This design comes from an exercise in tuning for small area, a short achievable clock period and few clock cycles on the open sky130 flow, not from production work. The RTL was checked by simulation tests, not by an equivalence proof against the original design. Power and IR drop assume default switching activity.

===== design.v =====
module tslcf_deframer (
    input  wire       clk,
    input  wire       rst,
    input  wire       in_valid,
    output wire       in_ready,
    input  wire [1:0] in_kind,
    input  wire [7:0] in_data,
    output reg        b_valid,    
    output reg        e_valid,    
    output reg        a_valid,    
    output reg        fe_first,   
    output reg  [7:0] op_byte
);
    localparam [1:0] K_DATA  = 2'd0,
                     K_EOS   = 2'd1,
                     K_ABORT = 2'd2;
    localparam [1:0] HUNT0 = 2'd0,   
                     HUNT1 = 2'd1,   
                     BODY0 = 2'd2,   
                     BODY1 = 2'd3;   
    reg  [1:0] state;
    reg        pend_end;    
    assign in_ready = !fe_first;
    wire take   = in_valid && !fe_first;
    wire is_esc = (in_data == 8'hFE);
    wire is_stx = (in_data == 8'h02);
    always @(posedge clk) begin
        if (!fe_first)
            op_byte <= in_data;
    end
    always @(posedge clk) begin
        if (rst) begin
            state    <= HUNT0;
            b_valid  <= 1'b0;
            e_valid  <= 1'b0;
            a_valid  <= 1'b0;
            fe_first <= 1'b0;
        end else if (fe_first) begin
            fe_first <= 1'b0;
            b_valid  <= !pend_end;
            e_valid  <= pend_end;
        end else begin
            b_valid <= 1'b0;
            e_valid <= 1'b0;
            a_valid <= 1'b0;
            if (take) begin
                case (in_kind)
                    K_DATA: begin
                        case (state)
                            HUNT0: if (is_esc) state <= HUNT1;
                            HUNT1: begin
                                if (is_stx)
                                    state <= BODY0;
                                else if (!is_esc)
                                    state <= HUNT0;
                            end
                            BODY0: begin
                                if (is_esc)
                                    state <= BODY1;
                                else
                                    b_valid <= 1'b1;
                            end
                            BODY1: begin
                                state <= BODY0;
                                if (is_stx) begin
                                    e_valid <= 1'b1;
                                end else begin
                                    b_valid <= 1'b1;
                                    if (!is_esc) begin
                                        fe_first <= 1'b1;
                                        pend_end <= 1'b0;
                                    end
                                end
                            end
                        endcase
                    end
                    K_EOS: begin
                        state <= HUNT0;
                        if (state == BODY0) begin
                            e_valid <= 1'b1;
                        end else if (state == BODY1) begin
                            b_valid  <= 1'b1;
                            fe_first <= 1'b1;
                            pend_end <= 1'b1;
                        end
                    end
                    K_ABORT: begin
                        state <= HUNT0;
                        if (state[1])
                            a_valid <= 1'b1;
                    end
                    default: ;   
                endcase
            end
        end
    end
endmodule
module tslcf_parser (
    input  wire        clk,
    input  wire        rst,
    input  wire        b_valid,
    input  wire        e_valid,
    input  wire        a_valid,
    input  wire        fe_first,
    input  wire [7:0]  op_byte,
    output reg         out_valid,
    output reg  [3:0]  out_tag,
    output reg  [15:0] out_data
);
    localparam [3:0] T_PBC    = 4'd1,
                     T_VERFLG = 4'd2,
                     T_SCREEN = 4'd3,
                     T_INDEX  = 4'd4,
                     T_CW     = 4'd5,
                     T_TLEN   = 4'd6,
                     T_TEXT   = 4'd7,
                     T_END    = 4'd8;
    localparam [2:0] S_OK          = 3'd0,
                     S_TOOSHORT    = 3'd1,
                     S_LENMISMATCH = 3'd2,
                     S_TRUNCATED   = 3'd3,
                     S_UNSUPPORTED = 3'd4,
                     S_ABORTED     = 3'd5;
    reg         half;        
    reg  [15:0] len_left;    
    reg         len_over;    
    reg  [15:0] text_left;   
    reg         text_more;   
    wire [7:0]  byte_in = fe_first ? 8'hFE : op_byte;
    wire [15:0] field16 = {byte_in, out_data[7:0]};
    wire t_pbc  = (out_tag == T_PBC);
    wire t_ver  = (out_tag == T_VERFLG);
    wire t_scr  = (out_tag == T_SCREEN);
    wire t_idx  = (out_tag == T_INDEX);
    wire t_cw   = (out_tag == T_CW);
    wire t_msg  = (out_tag == T_TLEN) || (out_tag == T_TEXT);
    wire t_end  = out_tag[3];
    wire stopped = t_cw && out_data[15];      
    wire in_text = t_msg && text_more;        
    wire header  = t_end || t_pbc || t_ver;   
    reg  [3:0] next_tag;     
    always @(*) begin
        if (t_end)      next_tag = T_PBC;
        else if (t_pbc) next_tag = T_VERFLG;
        else if (t_ver) next_tag = T_SCREEN;
        else if (t_idx) next_tag = T_CW;
        else if (t_cw)  next_tag = T_TLEN;
        else            next_tag = T_INDEX;   
    end
    reg  [2:0]  status;
    always @(*) begin
        if (a_valid)
            status = S_ABORTED;
        else if (header)
            status = S_TOOSHORT;
        else if (len_over || len_left != 16'd0)
            status = S_LENMISMATCH;
        else if (stopped)
            status = S_UNSUPPORTED;
        else if (!half && (t_scr || (t_msg && !text_more)))
            status = S_OK;
        else
            status = S_TRUNCATED;
    end
    always @(posedge clk) begin
        if (rst) begin
            out_valid <= 1'b0;
            out_tag   <= T_END;
            half      <= 1'b0;
        end else begin
            out_valid <= 1'b0;
            if (b_valid) begin
                if (!t_end) begin
                    if (len_left == 16'd0)
                        len_over <= 1'b1;
                    len_left <= len_left - 16'd1;
                end
                if (stopped) begin
                end else if (in_text) begin
                    out_valid <= 1'b1;
                    out_tag   <= T_TEXT;
                    out_data  <= {8'd0, byte_in};
                    text_left <= text_left - 16'd1;
                    text_more <= (text_left != 16'd1);
                end else if (!half) begin
                    out_data[7:0] <= byte_in;
                    half          <= 1'b1;
                end else begin
                    out_valid      <= 1'b1;
                    out_tag        <= next_tag;
                    out_data[15:8] <= byte_in;
                    half           <= 1'b0;
                    if (t_end) begin
                        len_left <= field16;
                        len_over <= 1'b0;
                    end
                    if (t_cw) begin
                        text_left <= field16;
                        text_more <= (field16 != 16'd0);
                    end
                end
            end else if (e_valid || a_valid) begin
                out_valid <= 1'b1;
                out_tag   <= T_END;
                out_data  <= {13'd0, status};
                half      <= 1'b0;
            end
        end
    end
endmodule
module tslcf_rx (
    input  wire        clk,
    input  wire        rst,
    input  wire        in_valid,
    output wire        in_ready,
    input  wire [1:0]  in_kind,
    input  wire [7:0]  in_data,
    output wire        out_valid,
    output wire [3:0]  out_tag,
    output wire [15:0] out_data
);
    wire       b_valid;
    wire       e_valid;
    wire       a_valid;
    wire       fe_first;
    wire [7:0] op_byte;
    tslcf_deframer u_deframer (
        .clk      (clk),
        .rst      (rst),
        .in_valid (in_valid),
        .in_ready (in_ready),
        .in_kind  (in_kind),
        .in_data  (in_data),
        .b_valid  (b_valid),
        .e_valid  (e_valid),
        .a_valid  (a_valid),
        .fe_first (fe_first),
        .op_byte  (op_byte)
    );
    tslcf_parser u_parser (
        .clk       (clk),
        .rst       (rst),
        .b_valid   (b_valid),
        .e_valid   (e_valid),
        .a_valid   (a_valid),
        .fe_first  (fe_first),
        .op_byte   (op_byte),
        .out_valid (out_valid),
        .out_tag   (out_tag),
        .out_data  (out_data)
    );
endmodule

===== run.sh =====
#!/bin/bash
# synth_recipe.tcl (not shown) runs the flow's synth.tcl, then flattens the netlist and writes it again
# the make line also repeats each setting of config.mk as NAME=value (left out here)
make -C /OpenROAD-flow-scripts/flow DESIGN_CONFIG=/design/flow/config.mk WORK_HOME=/design/flow/orfs CLKGATE_MAP_FILE= SYNTH_SCRIPT=/design/flow/synth_recipe.tcl finish

===== config.mk =====
export PLATFORM = sky130hd
export DESIGN_NAME = tslcf_rx
export DESIGN_NICKNAME = tslcf_rx
export VERILOG_FILES = /design/flow/design.v
export SDC_FILE = /design/flow/constraint.sdc
export NUM_CORES = 4
export LEC_CHECK = 0
export ABC_AREA = 1
export CAP_MARGIN = 20
export CORE_MARGIN = 2
export CORE_UTILIZATION = 40
export SLEW_MARGIN = 20

===== constraint.sdc =====
create_clock -name core_clock -period 4.0 [get_ports {clk}]
set_input_delay 0.8000 -clock core_clock [delete_from_list [all_inputs] [get_ports {clk}]]
set_output_delay 0.8000 -clock core_clock [all_outputs]
set_load 0.01 [all_outputs]

==> report_table.html, run 1 <==
<table>
<tr><th>Metric</th><th>Value</th></tr>
<tr><th colspan="2">Status</th></tr>
<tr><td>Status</td><td>complete, no violations</td></tr>
<tr><th colspan="2">Critical path</th></tr>
<tr><td>Setup crit start kind</td><td>flip-flop</td></tr>
<tr><td>Data arrival time of the critical path</td><td>1840 ps</td></tr>
<tr><td>Data required time at the worst endpoint</td><td>3200 ps</td></tr>
<tr><td>Crit-path cells</td><td>inv_1 -&gt; clkdlybuf4s50_1</td></tr>
<tr><td>Capturing element type of the critical path</td><td>primary output</td></tr>
<tr><td>Worst path slowest cell</td><td>dfxtp_1</td></tr>
<tr><td>Crit path kind</td><td>reg2out</td></tr>
<tr><td>Worst path top cell family by delay</td><td>buffers and inverters</td></tr>
<tr><td>Top fanout value on the critical path</td><td>14</td></tr>
<tr><td>Worst path max stage delay</td><td>600 ps</td></tr>
<tr><td>Buffers and inverters on the worst path</td><td>2</td></tr>
<tr><th colspan="2">Route</th></tr>
<tr><td>Detail-routed net length per standard cell</td><td>14.1 um</td></tr>
<tr><td>Post-detailed-route via-to-cell ratio</td><td>4.95</td></tr>
<tr><td>Via total after detailed routing</td><td>3,329</td></tr>
<tr><td>Antenna-violating nets left</td><td>0</td></tr>
<tr><td>Total Routed Length</td><td>9480 um</td></tr>
<tr><td>Drt initial violations</td><td>226</td></tr>
<tr><td>Number of iterations in the first detailed-routing pass</td><td>5</td></tr>
<tr><td>DRC</td><td>0</td></tr>
<tr><th colspan="2">STA</th></tr>
<tr><td>Setup-failing EPs final</td><td>0</td></tr>
<tr><td>Final hold violations</td><td>0</td></tr>
<tr><td>Final worst hold slack</td><td>513 ps</td></tr>
<tr><td>Normalized max-slew margin</td><td>51.0%</td></tr>
<tr><td>Maximum clock skew at final layout</td><td>10.2 ps</td></tr>
<tr><td>Final number of max-transition violations</td><td>0</td></tr>
<tr><td>Setup tns final</td><td>0 ps</td></tr>
<tr><td>Shortest clock period the worst path allows after layout</td><td>2640 ps</td></tr>
<tr><td>Final critical-path share of the clock period</td><td>66.0%</td></tr>
<tr><td>Setup repair after global routing missed its margin</td><td>no</td></tr>
<tr><td>Maximum frequency from static timing analysis</td><td>379 MHz</td></tr>
<tr><td>Slew @ Worst Pin</td><td>733 ps</td></tr>
<tr><th colspan="2">Clock tree</th></tr>
<tr><td>Latest clock arrival within the worst-skew pair</td><td>350 ps</td></tr>
<tr><td>CTS HTree Levels</td><td>3</td></tr>
<tr><td>Number of hold buffers added after cts</td><td>0</td></tr>
<tr><td>Clk sink count</td><td>71</td></tr>
<tr><td>Postcts setup bufs</td><td>0</td></tr>
<tr><td>CTS tree</td><td>done</td></tr>
<tr><td>Number of cells upsized or downsized after cts</td><td>0</td></tr>
<tr><td>Clock Root Buffer</td><td>clkbuf_8</td></tr>
<tr><td>Clock buffer count from CTS</td><td>9</td></tr>
<tr><td>Clock-pin transition on the worst setup and hold timing paths</td><td>80 ps</td></tr>
<tr><td>Buffer depth of the longest clock path</td><td>2</td></tr>
<tr><th colspan="2">Synth</th></tr>
<tr><td>Net count after synthesis</td><td>516</td></tr>
<tr><td>Post-synthesis compound-gate area fraction</td><td>8.67%</td></tr>
<tr><td>Share of the synthesized area in the top cell type</td><td>44.1%</td></tr>
<tr><td>Main combinational cell family by area after synthesis</td><td>simple AND/OR/NAND/NOR gates</td></tr>
<tr><td>Top cells by area in the synthesized netlist</td><td>edfxtp_1 44%, nand2_1 11%, nor2_1 9.0%</td></tr>
<tr><td>Xor/xnor share of the synthesized area</td><td>3.49%</td></tr>
<tr><td>Post-synthesis simple-gate area fraction</td><td>29.0%</td></tr>
<tr><td>Sequential cell area fraction in the yosys report</td><td>50.1%</td></tr>
<tr><td>Post-synth top area cell</td><td>edfxtp_1</td></tr>
<tr><td>Adder and majority gate portion of the synthesized area</td><td>2.49%</td></tr>
<tr><td>Number of distinct standard cells referenced by the synthesized netlist</td><td>36</td></tr>
<tr><td>Post-synthesis area per instance</td><td>8.11 um2</td></tr>
<tr><td>Post-synthesis sequential element count</td><td>71</td></tr>
<tr><td>Total of warnings raised by yosys</td><td>2</td></tr>
<tr><td>Number of cells produced by synthesis</td><td>495</td></tr>
<tr><td>Multiplexer share of the synthesized area</td><td>0%</td></tr>
<tr><td>Area of the mapped netlist</td><td>4010 um2</td></tr>
<tr><th colspan="2">Placement</th></tr>
<tr><td>Port Buf Inserts</td><td>34</td></tr>
<tr><td>Sum of net half-perimeters after detailed placement</td><td>7030 um</td></tr>
<tr><td>Global placer's final weighted congestion</td><td>0.899</td></tr>
<tr><td>Placed Instances</td><td>657</td></tr>
<tr><th colspan="2">Power</th></tr>
<tr><td>Static Leak</td><td>1.76 nW</td></tr>
<tr><td>Maximum vdd drop</td><td>0.000162 V</td></tr>
<tr><td>Pwr dens</td><td>292 nW/um2</td></tr>
<tr><th colspan="2">Cells and area</th></tr>
<tr><td>Count of placed standard cells in the final layout, fillers left out</td><td>673</td></tr>
<tr><td>Ratio of cells with drive above 1 in the final layout</td><td>6.67%</td></tr>
<tr><td>Area Growth Syn to Fin</td><td>16.7%</td></tr>
<tr><td># diodes</td><td>0</td></tr>
<tr><td>Net count of the finished layout</td><td>556</td></tr>
<tr><th colspan="2">Hold path</th></tr>
<tr><td>Hold WC Path Type</td><td>reg2reg</td></tr>
<tr><th colspan="2">Run</th></tr>
<tr><td>Reported max-cap violation count</td><td>0</td></tr>
<tr><th colspan="2">Floorplanning</th></tr>
<tr><td>Width of the die</td><td>104 um</td></tr>
<tr><td>Floorplan Core Area</td><td>9770 um2</td></tr>
<tr><td>FP Rows</td><td>36</td></tr>
<tr><td>Die height</td><td>104 um</td></tr>
<tr><td>Area of the die</td><td>10,900 um2</td></tr>
<tr><td>Initial Util</td><td>41.1%</td></tr>
<tr><td>Count of pins on the block boundary</td><td>35</td></tr>
<tr><th colspan="2">Global routing</th></tr>
<tr><td>Total Routing Usage GR</td><td>18.2%</td></tr>
<tr><td>Number of global-route vias before repair</td><td>3,235</td></tr>
<tr><td>Global route total overflow</td><td>0</td></tr>
<tr><td>Initial antenna violation count</td><td>0</td></tr>
<tr><td>Maximum number of pins on one net before global-route repair</td><td>23</td></tr>
<tr><td>Wire length of the first global-routing pass</td><td>15,700 um</td></tr>
</table>
[through the flow]
step	instance area, um2	utilization, %	setup slack, ps	power [mW]
after global placement	4510	46.1	1500	0.862
final	4680	47.9	1360	1.37
after detailed placement	4510	46.1	1470	0.863
after global routing	4680	47.9	1200	1.42
after floorplan	4010	-	881	0.839
after CTS	4680	47.9	1310	1.38
[cell families (layout without fill, tap and decap cells)]
| kind of cell | after synthesis | after routing |
|---|---|---|
| AO/OA/AOI/OAI | 64 | 64 |
| buffers and inverters | 63 | 108 |
| flip-flops | 71 | 71 |
| XOR/XNOR | 16 | 16 |
| adder cells (fa/ha/maj) | 8 | 8 |
| AND/OR/NAND/NOR | 273 | 273 |
[layout by cell type, fill, tap and decap left out, types with 4 or more instances in the layout]
| cell | count |
|---|---|
| o21ai_0 | 29 |
| nand2_1 | 114 |
| nor2_1 | 96 |
| clkinv_2 | 4 |
| nand4_1 | 7 |
| o21ai_1 | 11 |
| clkbuf_8 | 10 |
| nor3_1 | 7 |
| edfxtp_1 | 59 |
| ha_1 | 8 |
| buf_4 | 4 |
| xor2_1 | 5 |
| dfxtp_1 | 12 |
| xnor2_1 | 11 |
| nand3b_1 | 4 |
| nand3_1 | 28 |
| inv_1 | 50 |
| inv_2 | 4 |
| a21oi_1 | 12 |
| clkdlybuf4s50_1 | 34 |
[path summary, 6_finish.rpt]
path	end	slack, ps	cells past startpoint	startpoint
min reg2reg	u_deframer.a_valid$_SDFFE_PP0N_	510	2	u_deframer.a_valid$_SDFFE_PP0N_
min	u_deframer.a_valid$_SDFFE_PP0N_	510	2	u_deframer.a_valid$_SDFFE_PP0N_
max	in_ready	1360	2	u_deframer.fe_first$_SDFF_PP0_
max reg2reg	u_parser.out_data[9]$_SDFFCE_PP0P_	1590	8	u_parser.out_tag[3]$_SDFFE_PP1P_
[cell type report]
class / count / area (um2)
Clock inverter: 6 / 36.3
Fill cell: 980 / 5090
Tap cell: 133 / 166
Timing Repair Buffer: 38 / 370
Inverter: 54 / 203
Clock buffer: 10 / 138
Sequential cell: 71 / 2010
Multi-Input combinational cell: 361 / 1760
[worst reg2reg max path, stage by stage (launching register included)]
cell and delay [ps]:
dfxtp_1 620, inv_2 180, nand2_2 150, nor2_2 60
nand2_2 130, nand2_2 90, nor2_4 180, nor2_4 70
nor2_1 560
[synthesized netlist by cell type (all sizes together)]
master and number:
o31ai 1, and2 1, nand3 28, xnor2 11
nand3b 4, nand2 117, o21ai 40, o211ai 3
nor2 101, or2 2, a211oi 1, clkbuf 4
o21bai 1, buf 5, xor2 5, a21boi 1
nand4 7, inv 54, ha 8, a31oi 1
dfxtp 12, a22oi 2, o22ai 1, o21a 1
nand2b 1, nor3 8, nor4 4, a21oi 12
edfxtp 59
[where the power goes]
part / internal, mW / total (mW) / switching (mW) / leakage, nW
Sequential: 0.796 / 0.800 / 0.00436 / 0.631
Combinational: 0.0197 / 0.0456 / 0.0259 / 1.04
Clock: 0.239 / 0.523 / 0.285 / 0.0918
[registers in the layout (all words and copies together) (netlist names)]
signal	cells
u_deframer.pend_end	1
u_parser.len_over	1
u_deframer.e_valid	1
u_parser.out_valid	1
u_parser.text_more	1
u_parser.out_data	16
u_parser.len_left	16
u_parser.half	1
u_deframer.a_valid	1
u_parser.text_left	16
u_deframer.b_valid	1
u_deframer.op_byte	8
u_parser.out_tag	4
u_deframer.state	2
u_deframer.fe_first	1
[metal layers]
metal	share of wire, %	up-vias	global-route usage (%)	routed length [um]
met2	46	63	29.1	4390
met5	0	-	0	0
li1	-	1718	-	-
met3	4.1	10	3.45	392
met1	48	1538	25.1	4570
met4	1.3	0	5.69	127
Testbench counts, summed over its fixed seeds: cycles 14,627.
==> inputs of run 2 (changes only) <==
--- a/config.mk
+++ b/config.mk
@@ -7,3 +7,2 @@
 export LEC_CHECK = 0
-export ABC_AREA = 1
 export CAP_MARGIN = 20
==> report_table.html, run 2 <==
<table>
<tr><th>Metric</th><th>Value</th></tr>
<tr><th colspan="2">Floorplanning</th></tr>
<tr><td>Width of the die</td><td>103 um</td></tr>
<tr><td>Floorplan Core Area</td><td>9330 um2</td></tr>
<tr><td>Die height</td><td>103 um</td></tr>
<tr><td>Area of the die</td><td>10,500 um2</td></tr>
<tr><td>FP Rows</td><td>35</td></tr>
<tr><td>Count of pins on the block boundary</td><td>35</td></tr>
<tr><td>Initial Util</td><td>41.7%</td></tr>
<tr><th colspan="2">Global routing</th></tr>
<tr><td>Maximum number of pins on one net before global-route repair</td><td>22</td></tr>
<tr><td>Global route total overflow</td><td>0</td></tr>
<tr><td>Wire length of the first global-routing pass</td><td>14,600 um</td></tr>
<tr><td>Initial antenna violation count</td><td>0</td></tr>
<tr><td>Number of global-route vias before repair</td><td>2,822</td></tr>
<tr><td>Total Routing Usage GR</td><td>18.3%</td></tr>
<tr><th colspan="2">Clock tree</th></tr>
<tr><td>Latest clock arrival within the worst-skew pair</td><td>350 ps</td></tr>
<tr><td>Postcts setup bufs</td><td>0</td></tr>
<tr><td>Buffer depth of the longest clock path</td><td>2</td></tr>
<tr><td>Clock buffer count from CTS</td><td>9</td></tr>
<tr><td>CTS tree</td><td>done</td></tr>
<tr><td>Number of hold buffers added after cts</td><td>0</td></tr>
<tr><td>Number of cells upsized or downsized after cts</td><td>0</td></tr>
<tr><td>CTS HTree Levels</td><td>3</td></tr>
<tr><td>Clock-pin transition on the worst setup and hold timing paths</td><td>70 ps</td></tr>
<tr><td>Clk sink count</td><td>71</td></tr>
<tr><td>Clock Root Buffer</td><td>clkbuf_8</td></tr>
<tr><th colspan="2">Critical path</th></tr>
<tr><td>Data arrival time of the critical path</td><td>2080 ps</td></tr>
<tr><td>Source of the worst register-to-register timing path</td><td>u_parser.out_tag[3]$_SDFFE_PP1P_</td></tr>
<tr><td>Setup crit start kind</td><td>flip-flop</td></tr>
<tr><td>Capturing element type of the critical path</td><td>primary output</td></tr>
<tr><td>Top fanout value on the critical path</td><td>20</td></tr>
<tr><td>Setup crit start</td><td>u_deframer.fe_first$_SDFF_PP0_</td></tr>
<tr><td>Crit path kind</td><td>reg2out</td></tr>
<tr><td>Data required time at the worst endpoint</td><td>3200 ps</td></tr>
<tr><th colspan="2">STA</th></tr>
<tr><td>Final setup slack of the worst path</td><td>1120 ps</td></tr>
<tr><td>Final hold violations</td><td>0</td></tr>
<tr><td>Slew @ Worst Pin</td><td>1080 ps</td></tr>
<tr><td>Normalized max-slew margin</td><td>27.6%</td></tr>
<tr><td>Setup-failing EPs final</td><td>0</td></tr>
<tr><td>Setup repair after global routing missed its margin</td><td>no</td></tr>
<tr><td>Maximum frequency from static timing analysis</td><td>348 MHz</td></tr>
<tr><td>Maximum clock skew at final layout</td><td>9.62 ps</td></tr>
<tr><td>Shortest clock period the worst path allows after layout</td><td>2880 ps</td></tr>
<tr><td>Final critical-path share of the clock period</td><td>71.9%</td></tr>
<tr><td>Final number of max-transition violations</td><td>0</td></tr>
<tr><td>Setup tns final</td><td>0 ps</td></tr>
<tr><td>Final worst hold slack</td><td>580 ps</td></tr>
<tr><th colspan="2">Synth</th></tr>
<tr><td>Post-synthesis simple-gate area fraction</td><td>22.8%</td></tr>
<tr><td>Xor/xnor share of the synthesized area</td><td>4.73%</td></tr>
<tr><td>Most instantiated library cell after synthesis</td><td>edfxtp_1</td></tr>
<tr><td>Adder and majority gate portion of the synthesized area</td><td>2.58%</td></tr>
<tr><td>Number of cells produced by synthesis</td><td>372</td></tr>
<tr><td>Share of the synthesized area in the top cell type</td><td>45.6%</td></tr>
<tr><td>Area of the mapped netlist</td><td>3890 um2</td></tr>
<tr><td>Post-synth top area cell</td><td>edfxtp_1</td></tr>
<tr><td>Post-synthesis sequential element count</td><td>71</td></tr>
<tr><td>Top cells by area in the synthesized netlist</td><td>edfxtp_1 46%, dfxtp_1 6.2%, nor2_1 4.3%</td></tr>
<tr><td>Async S/R FF share, synth</td><td>0%</td></tr>
<tr><td>Net count after synthesis</td><td>393</td></tr>
<tr><td>Post-synthesis compound-gate area fraction</td><td>12.0%</td></tr>
<tr><td>Number of distinct standard cells referenced by the synthesized netlist</td><td>60</td></tr>
<tr><td>Sequential cell area fraction in the yosys report</td><td>51.8%</td></tr>
<tr><td>Total of warnings raised by yosys</td><td>2</td></tr>
<tr><td>Main combinational cell family by area after synthesis</td><td>simple AND/OR/NAND/NOR gates</td></tr>
<tr><td>Synth top cells by count</td><td>59 x edfxtp_1, 45 x nor2_1, 24 x nand2_1</td></tr>
<tr><td>Multiplexer share of the synthesized area</td><td>3.16%</td></tr>
<tr><td>Post-synthesis area per instance</td><td>10.4 um2</td></tr>
<tr><td>Post-synth EDFFs</td><td>59</td></tr>
<tr><td>Main flop type after synthesis</td><td>edfxtp_1</td></tr>
<tr><th colspan="2">Power</th></tr>
<tr><td>Sequential Power Share</td><td>58.3%</td></tr>
<tr><td>Combinational Power Share</td><td>3.3%</td></tr>
<tr><td>Sw Share</td><td>22.0%</td></tr>
<tr><td>Total power</td><td>1.38 mW</td></tr>
<tr><td>P_sw</td><td>0.302 mW</td></tr>
<tr><td>Clock share of power</td><td>38.5%</td></tr>
<tr><td>Static Leak</td><td>1.47 nW</td></tr>
<tr><td>Design internal power</td><td>1.07 mW</td></tr>
<tr><td>Pwr dens</td><td>304 nW/um2</td></tr>
<tr><td>Maximum vdd drop</td><td>0.000125 V</td></tr>
<tr><th colspan="2">Route</th></tr>
<tr><td>Number of iterations in the first detailed-routing pass</td><td>4</td></tr>
<tr><td>DRC</td><td>0</td></tr>
<tr><td>Post-detailed-route via-to-cell ratio</td><td>5.64</td></tr>
<tr><td>Via total after detailed routing</td><td>3,035</td></tr>
<tr><td>Antenna-violating nets left</td><td>0</td></tr>
<tr><td>Total Routed Length</td><td>9330 um</td></tr>
<tr><td>Drt initial violations</td><td>179</td></tr>
<tr><td>Detail-routed net length per standard cell</td><td>17.3 um</td></tr>
<tr><th colspan="2">Cells and area</th></tr>
<tr><td>Commonest non-fill, non-tap cells in the layout</td><td>59 x edfxtp_1, 45 x nor2_1, 34 x clkdlybuf4s50_1</td></tr>
<tr><td>Registers with the highest flip-flop counts</td><td>u_parser.len_left (16), u_parser.out_data (16), u_parser.text_left (16)</td></tr>
<tr><td>Post-route cell area</td><td>4520 um2</td></tr>
<tr><td>Leading cell type in the layout, fill and taps excluded</td><td>edfxtp_1</td></tr>
<tr><td>Ratio of cells with drive above 1 in the final layout</td><td>7.33%</td></tr>
<tr><td>Count of placed standard cells in the final layout, fillers left out</td><td>538</td></tr>
<tr><td>Net count of the finished layout</td><td>425</td></tr>
<tr><td># diodes</td><td>0</td></tr>
<tr><td>Count of fill cells added during filler insertion</td><td>898</td></tr>
<tr><td>Util after Layout</td><td>48.5%</td></tr>
<tr><td>Area Growth Syn to Fin</td><td>16.4%</td></tr>
<tr><th colspan="2">Placement</th></tr>
<tr><td>Port Buf Inserts</td><td>34</td></tr>
<tr><td>Worst slack, placed</td><td>1200 ps</td></tr>
<tr><td>Global placer's final weighted congestion</td><td>0.841</td></tr>
<tr><td>Sum of net half-perimeters after detailed placement</td><td>6620 um</td></tr>
<tr><td>Placed Instances</td><td>522</td></tr>
<tr><td>Post-place instance area</td><td>4350 um2</td></tr>
<tr><th colspan="2">Hold path</th></tr>
<tr><td>Hold WC Path Type</td><td>reg2reg</td></tr>
<tr><td>Hold path start</td><td>u_deframer.pend_end$_DFFE_PP_</td></tr>
<tr><th colspan="2">Run</th></tr>
<tr><td>Reported max-cap violation count</td><td>0</td></tr>
<tr><th colspan="2">Status</th></tr>
<tr><td>Status</td><td>complete, no violations</td></tr>
</table>
run 2: changes by cell type after synthesis, moves of 11 or more:
cell,previous run,this run
inv_1,50,10
o21ai_1,11,0
nand2_1,114,24
nor2_1,96,45
o21ai_0,29,12
nand3_1,28,11
run 2: worst paths after layout:
check	end	slack [ps]	cells after the start
setup / recovery	in_ready	1120	2
hold / removal	u_deframer.e_valid$_SDFF_PP0_	580	2
setup reg to reg	u_parser.out_data[12]$_SDFFCE_PP0P_	1330	3
hold reg to reg	u_deframer.e_valid$_SDFF_PP0_	580	2
run 2: power by group through the flow:
stage               Clock (mW)  Sequential [mW]  Combinational (mW)
floorplan                    0            0.816              0.0205
global placement             0            0.818              0.0436
detailed placement           0            0.818              0.0447
CTS                      0.539            0.801              0.0448
global route             0.569            0.802              0.0491
finish                   0.529            0.802              0.0448
run 2: cells by family after synthesis:
logic type / after synthesis
buffers and inverters: 28
AO/OA/AOI/OAI: 71
adder cells (fa/ha/maj): 8
AND/OR/NAND/NOR: 161
multiplexers: 12
flip-flops: 71
XOR/XNOR: 21
run 2: metal layers:
metal | GRT usage (%) | share of wire [%] | vias to the layer above
li1 | - | - | 1471
met1 | 25.9 | 48 | 1488
met2 | 28.4 | 47 | 67
met3 | 2.64 | 4.1 | 9
met4 | 7.69 | 1.1 | 0
met5 | 0 | 0 | -
run 2: area by class of cell:
class / count / area [um2] / share of cell area (%)
Timing Repair Buffer: 38 / 370 / 8.19
Sequential cell: 71 / 2010 / 44.5
Inverter: 11 / 41.3 / 0.913
Clock inverter: 4 / 20.0 / 0.443
Multi-Input combinational cell: 273 / 1760 / 39.0
Clock buffer: 12 / 155 / 3.43
Tap cell: 129 / 161 / 3.57
run 2: worst max-delay path, cell delays in order, from the launching register on:
cell and delay, ps:
dfxtp_1 750, inv_1 400, clkdlybuf4s50_1 580
==> inputs of run 3 (changes only) <==
--- a/config.mk
+++ b/config.mk
@@ -7,5 +7,8 @@
 export LEC_CHECK = 0
+export ABC_CLOCK_PERIOD_IN_PS = 1800
 export CAP_MARGIN = 20
 export CORE_MARGIN = 2
-export CORE_UTILIZATION = 40
+export CORE_UTILIZATION = 55
+export SETUP_SLACK_MARGIN = 2.2
 export SLEW_MARGIN = 20
+export TNS_END_PERCENT = 100
==> report_table.html, run 3 <==
<table>
<tr><th>Metric</th><th>Value</th></tr>
<tr><th colspan="2">Route</th></tr>
<tr><td>Post-detailed-route via-to-cell ratio</td><td>6.21</td></tr>
<tr><td>Total Routed Length</td><td>11,800 um</td></tr>
<tr><td>Number of iterations in the first detailed-routing pass</td><td>4</td></tr>
<tr><td>Detail-routed net length per standard cell</td><td>20.3 um</td></tr>
<tr><td>Via total after detailed routing</td><td>3,612</td></tr>
<tr><td>DRC</td><td>0</td></tr>
<tr><td>Drt initial violations</td><td>348</td></tr>
<tr><td>Antenna-violating nets left</td><td>0</td></tr>
<tr><th colspan="2">Clock tree</th></tr>
<tr><td>CTS HTree Levels</td><td>3</td></tr>
<tr><td>Number of hold buffers added after cts</td><td>0</td></tr>
<tr><td>Clock Root Buffer</td><td>clkbuf_8</td></tr>
<tr><td>Clock-pin transition on the worst setup and hold timing paths</td><td>70 ps</td></tr>
<tr><td>Latest clock arrival within the worst-skew pair</td><td>360 ps</td></tr>
<tr><td>CTS tree</td><td>done</td></tr>
<tr><td>Buffer depth of the longest clock path</td><td>2</td></tr>
<tr><td>Clock buffer count from CTS</td><td>9</td></tr>
<tr><td>Clk sink count</td><td>71</td></tr>
<tr><th colspan="2">Cells and area</th></tr>
<tr><td>Area taken by multi-input logic gates</td><td>2050 um2</td></tr>
<tr><td>Post-route cell area</td><td>5400 um2</td></tr>
<tr><td>Register Area</td><td>2030 um2</td></tr>
<tr><td>Registers with the highest flip-flop counts</td><td>u_parser.len_left (16), u_parser.out_data (16), u_parser.text_left (16)</td></tr>
<tr><td># diodes</td><td>0</td></tr>
<tr><td>Net count of the finished layout</td><td>503</td></tr>
<tr><td>Area Growth Syn to Fin</td><td>39.0%</td></tr>
<tr><td>Ratio of cells with drive above 1 in the final layout</td><td>38.9%</td></tr>
<tr><td>Leading cell type in the layout, fill and taps excluded</td><td>buf_4</td></tr>
<tr><td>Count of fill cells added during filler insertion</td><td>441</td></tr>
<tr><td>Commonest non-fill, non-tap cells in the layout</td><td>62 x buf_4, 59 x edfxtp_1, 44 x nor2_1</td></tr>
<tr><td>Util after Layout</td><td>79.1%</td></tr>
<tr><th colspan="2">STA</th></tr>
<tr><td>Maximum clock skew at final layout</td><td>14.6 ps</td></tr>
<tr><td>Maximum frequency from static timing analysis</td><td>495 MHz</td></tr>
<tr><td>Final hold violations</td><td>0</td></tr>
<tr><td>Final critical-path share of the clock period</td><td>50.5%</td></tr>
<tr><td>Setup-failing EPs final</td><td>0</td></tr>
<tr><td>Setup tns final</td><td>0 ps</td></tr>
<tr><td>Normalized max-slew margin</td><td>51.3%</td></tr>
<tr><td>Slew @ Worst Pin</td><td>730 ps</td></tr>
<tr><td>Setup repair after global routing missed its margin</td><td>yes</td></tr>
<tr><td>Final number of max-transition violations</td><td>0</td></tr>
<tr><td>Final setup slack of the worst path</td><td>1980 ps</td></tr>
<tr><td>Shortest clock period the worst path allows after layout</td><td>2020 ps</td></tr>
<tr><th colspan="2">Synth</th></tr>
<tr><td>Total of warnings raised by yosys</td><td>2</td></tr>
<tr><td>Async S/R FF share, synth</td><td>0%</td></tr>
<tr><td>Share of the synthesized area in the top cell type</td><td>45.6%</td></tr>
<tr><td>Post-synth top area cell</td><td>edfxtp_1</td></tr>
<tr><td>Post-synth EDFFs</td><td>59</td></tr>
<tr><td>Sequential cell area fraction in the yosys report</td><td>51.8%</td></tr>
<tr><td>Area of the mapped netlist</td><td>3890 um2</td></tr>
<tr><td>Synth top cells by count</td><td>59 x edfxtp_1, 45 x nor2_1, 24 x nand2_1</td></tr>
<tr><td>Top cells by area in the synthesized netlist</td><td>edfxtp_1 46%, dfxtp_1 6.2%, nor2_1 4.3%</td></tr>
<tr><td>Number of distinct standard cells referenced by the synthesized netlist</td><td>60</td></tr>
<tr><td>Post-synthesis area per instance</td><td>10.4 um2</td></tr>
<tr><td>Post-synthesis sequential element count</td><td>71</td></tr>
<tr><td>Number of cells produced by synthesis</td><td>372</td></tr>
<tr><td>Most instantiated library cell after synthesis</td><td>edfxtp_1</td></tr>
<tr><td>Net count after synthesis</td><td>393</td></tr>
<tr><td>Main flop type after synthesis</td><td>edfxtp_1</td></tr>
<tr><th colspan="2">Global routing</th></tr>
<tr><td>Total Routing Usage GR</td><td>30.4%</td></tr>
<tr><td>Global route total overflow</td><td>0</td></tr>
<tr><td>Initial antenna violation count</td><td>1</td></tr>
<tr><td>Wire length of the first global-routing pass</td><td>17,500 um</td></tr>
<tr><td>Maximum number of pins on one net before global-route repair</td><td>22</td></tr>
<tr><td>Number of global-route vias before repair</td><td>3,383</td></tr>
<tr><th colspan="2">Placement</th></tr>
<tr><td>Post-place instance area</td><td>4340 um2</td></tr>
<tr><td>Worst slack, placed</td><td>1350 ps</td></tr>
<tr><td>Port Buf Inserts</td><td>34</td></tr>
<tr><td>Global placer's final weighted congestion</td><td>0.837</td></tr>
<tr><td>Sum of net half-perimeters after detailed placement</td><td>6340 um</td></tr>
<tr><th colspan="2">Critical path</th></tr>
<tr><td>Capturing element type of the critical path</td><td>flip-flop</td></tr>
<tr><td>Depth of the most critical reg-to-reg path</td><td>7</td></tr>
<tr><td>R2R Path End</td><td>u_parser.text_left[2]$_DFFE_PP_</td></tr>
<tr><td>Crit path kind</td><td>reg2reg</td></tr>
<tr><td>Buffers and inverters on the worst path</td><td>4</td></tr>
<tr><td>Critical path depth in cells</td><td>7</td></tr>
<tr><td>Crit-path cells</td><td>nand4b_1 -&gt; buf_6 -&gt; a221o_2 -&gt; a2111oi_4 -&gt; buf_6 -&gt; buf_6 -&gt; buf_8</td></tr>
<tr><td>Data required time at the worst endpoint</td><td>4080 ps</td></tr>
<tr><td>Worst path top cell family by delay</td><td>compound AO/OA/AOI/OAI gates</td></tr>
<tr><td>End point of the critical path</td><td>u_parser.text_left[2]$_DFFE_PP_</td></tr>
<tr><td>Setup crit start</td><td>u_parser.out_tag[3]$_SDFFE_PP1P_</td></tr>
<tr><td>Worst path slowest cell</td><td>dfxtp_4</td></tr>
<tr><td>Data arrival time of the critical path</td><td>2100 ps</td></tr>
<tr><td>Top fanout value on the critical path</td><td>5</td></tr>
<tr><td>Setup crit start kind</td><td>flip-flop</td></tr>
<tr><td>Cell repeated most along the worst path</td><td>buf_6</td></tr>
<tr><td>Source of the worst register-to-register timing path</td><td>u_parser.out_tag[3]$_SDFFE_PP1P_</td></tr>
<tr><td>FF-to-FF setup slack</td><td>1980 ps</td></tr>
<tr><td>Worst path max stage delay</td><td>360 ps</td></tr>
<tr><th colspan="2">Floorplanning</th></tr>
<tr><td>Width of the die</td><td>88.1 um</td></tr>
<tr><td>Initial Util</td><td>56.9%</td></tr>
<tr><td>Die height</td><td>88.1 um</td></tr>
<tr><td>Floorplan Core Area</td><td>6830 um2</td></tr>
<tr><td>Area of the die</td><td>7750 um2</td></tr>
<tr><td>FP Rows</td><td>30</td></tr>
<tr><td>Count of pins on the block boundary</td><td>35</td></tr>
<tr><th colspan="2">Status</th></tr>
<tr><td>Status</td><td>complete, no violations</td></tr>
<tr><th colspan="2">Power</th></tr>
<tr><td>Design internal power</td><td>1.16 mW</td></tr>
<tr><td>Static Leak</td><td>1.96 nW</td></tr>
<tr><td>Pwr dens</td><td>273 nW/um2</td></tr>
<tr><td>Combinational Power Share</td><td>3.2%</td></tr>
<tr><td>P_sw</td><td>0.314 mW</td></tr>
<tr><td>Clock share of power</td><td>42.7%</td></tr>
<tr><td>Maximum vdd drop</td><td>0.000226 V</td></tr>
<tr><td>Sequential Power Share</td><td>54.1%</td></tr>
<tr><td>Total power</td><td>1.48 mW</td></tr>
<tr><td>Sw Share</td><td>21.3%</td></tr>
<tr><th colspan="2">Hold path</th></tr>
<tr><td>Number of cells on the worst hold path</td><td>2</td></tr>
<tr><td>Hold WC Path Type</td><td>reg2reg</td></tr>
<tr><th colspan="2">Run</th></tr>
<tr><td>Reported max-cap violation count</td><td>0</td></tr>
</table>
## run 3: cell counts after synthesis
No cell type changed its count.
## run 3: worst reg2reg max path, delay by kind of cell, from the launching register on
family,cells,cell delay [ps]
AOI/OAI and AO/OA,2,590
buffers and inverters,4,550
DFF,1,360
and+or+nand+nor,1,240
## run 3: worst min-delay path by stage
| stage | slack (ps) | startpoint | endpoint |
|---|---|---|---|
| final | 530 | u_parser.out_tag[0]$_SDFFE_PP0P_ | u_parser.out_tag[0]$_SDFFE_PP0P_ |
| after CTS | 530 | u_parser.out_tag[0]$_SDFFE_PP0P_ | u_parser.out_tag[0]$_SDFFE_PP0P_ |
| after detailed placement | 510 | u_parser.out_tag[0]$_SDFFE_PP0P_ | u_parser.out_tag[0]$_SDFFE_PP0P_ |
| after floorplan | 510 | u_parser.out_tag[0]$_SDFFE_PP0P_ | u_parser.out_tag[0]$_SDFFE_PP0P_ |
| after global routing | 560 | u_parser.out_tag[0]$_SDFFE_PP0P_ | u_parser.out_tag[0]$_SDFFE_PP0P_ |
| after global placement | 520 | u_parser.out_tag[0]$_SDFFE_PP0P_ | u_parser.out_tag[0]$_SDFFE_PP0P_ |
## run 3: power by group through the flow
stage | clock network (mW) | logic (mW) | registers (mW)
3_3_place_gp | 0 | 0.0448 | 0.818
2_1_floorplan | 0 | 0.0218 | 0.816
4_1_cts | 0.629 | 0.0447 | 0.799
5_1_grt | 0.659 | 0.0522 | 0.799
3_5_place_dp | 0 | 0.0451 | 0.818
6_report | 0.630 | 0.0475 | 0.798
## run 3: layer usage
layer	wire [um]	track usage (%)	vias up
met1	4810	39.1	1758
met5	10	0	-
met4	355	12.9	2
met3	850	7.45	34
li1	-	-	1639
met2	5780	49.3	179
## run 3: kinds of logic after synthesis
logic type / after synthesis / synth area share [%]
AOI/OAI and AO/OA: 71 / 12.0
xor gates and xnor gates: 21 / 4.73
adders and majority gates: 8 / 2.58
buffers and inverters: 28 / 2.99
DFF: 71 / 51.8
muxes: 12 / 3.16
and+or+nand+nor: 161 / 22.8
## run 3: per-stage QoR
step | instances | hold slack [ps]
global placement | 488 | 524
detailed placement | 488 | 510
floorplan | 372 | 508
CTS | 568 | 527
finish | 582 | 531
global route | 582 | 565
## run 3: final cells by class
class                      instances  area share, %
multi-input combinational        274           38.0
clock buffer                       9           2.29
sequential                        71           37.6
clock inverter                     6           1.60
tap                               96           2.22
inverter                          11          0.857
timing repair buffer             115           17.4
## run 3: timing repair
action / in CTS / in global routing
buffers inserted: 61 / 13
gates resized for setup: 175 / 44
pin swaps: 20 / 19
cloned: 4 / 1
endpoints found under the setup margin: 115 / 74

-- separate check: timing with driven ports --
The flow's constraints put no driver on any port. The routed layouts listed below were extracted and timed again, unchanged, in two steps. Step 1 assumes that a clkbuf_16 drives the clock port and a buf_2 every other input. Step 2 also shifts input and output timing later by t, the mid clock arrival at the registers, as if the neighbouring blocks saw the same clock. a / b / c = ideal ports / drivers / drivers and shift; a / b = the first two.
run	shift t [ns]	setup slack, ns	slew at the worst register clock pin (ns)	cell pins on the clock port's net
run 1	0.384	1.362 / 1.326 / 1.479	0.08 / 0.08	1
run 2	0.374	1.124 / 1.092 / 1.203	0.08 / 0.08	1
run 3	0.384	1.980 / 1.980 / 1.612	0.08 / 0.08	1
After both steps setup and hold are still met in every run listed. The setup slack of run 3, which loses most, moves by 0.000 ns with the drivers and by -0.368 ns with both steps.
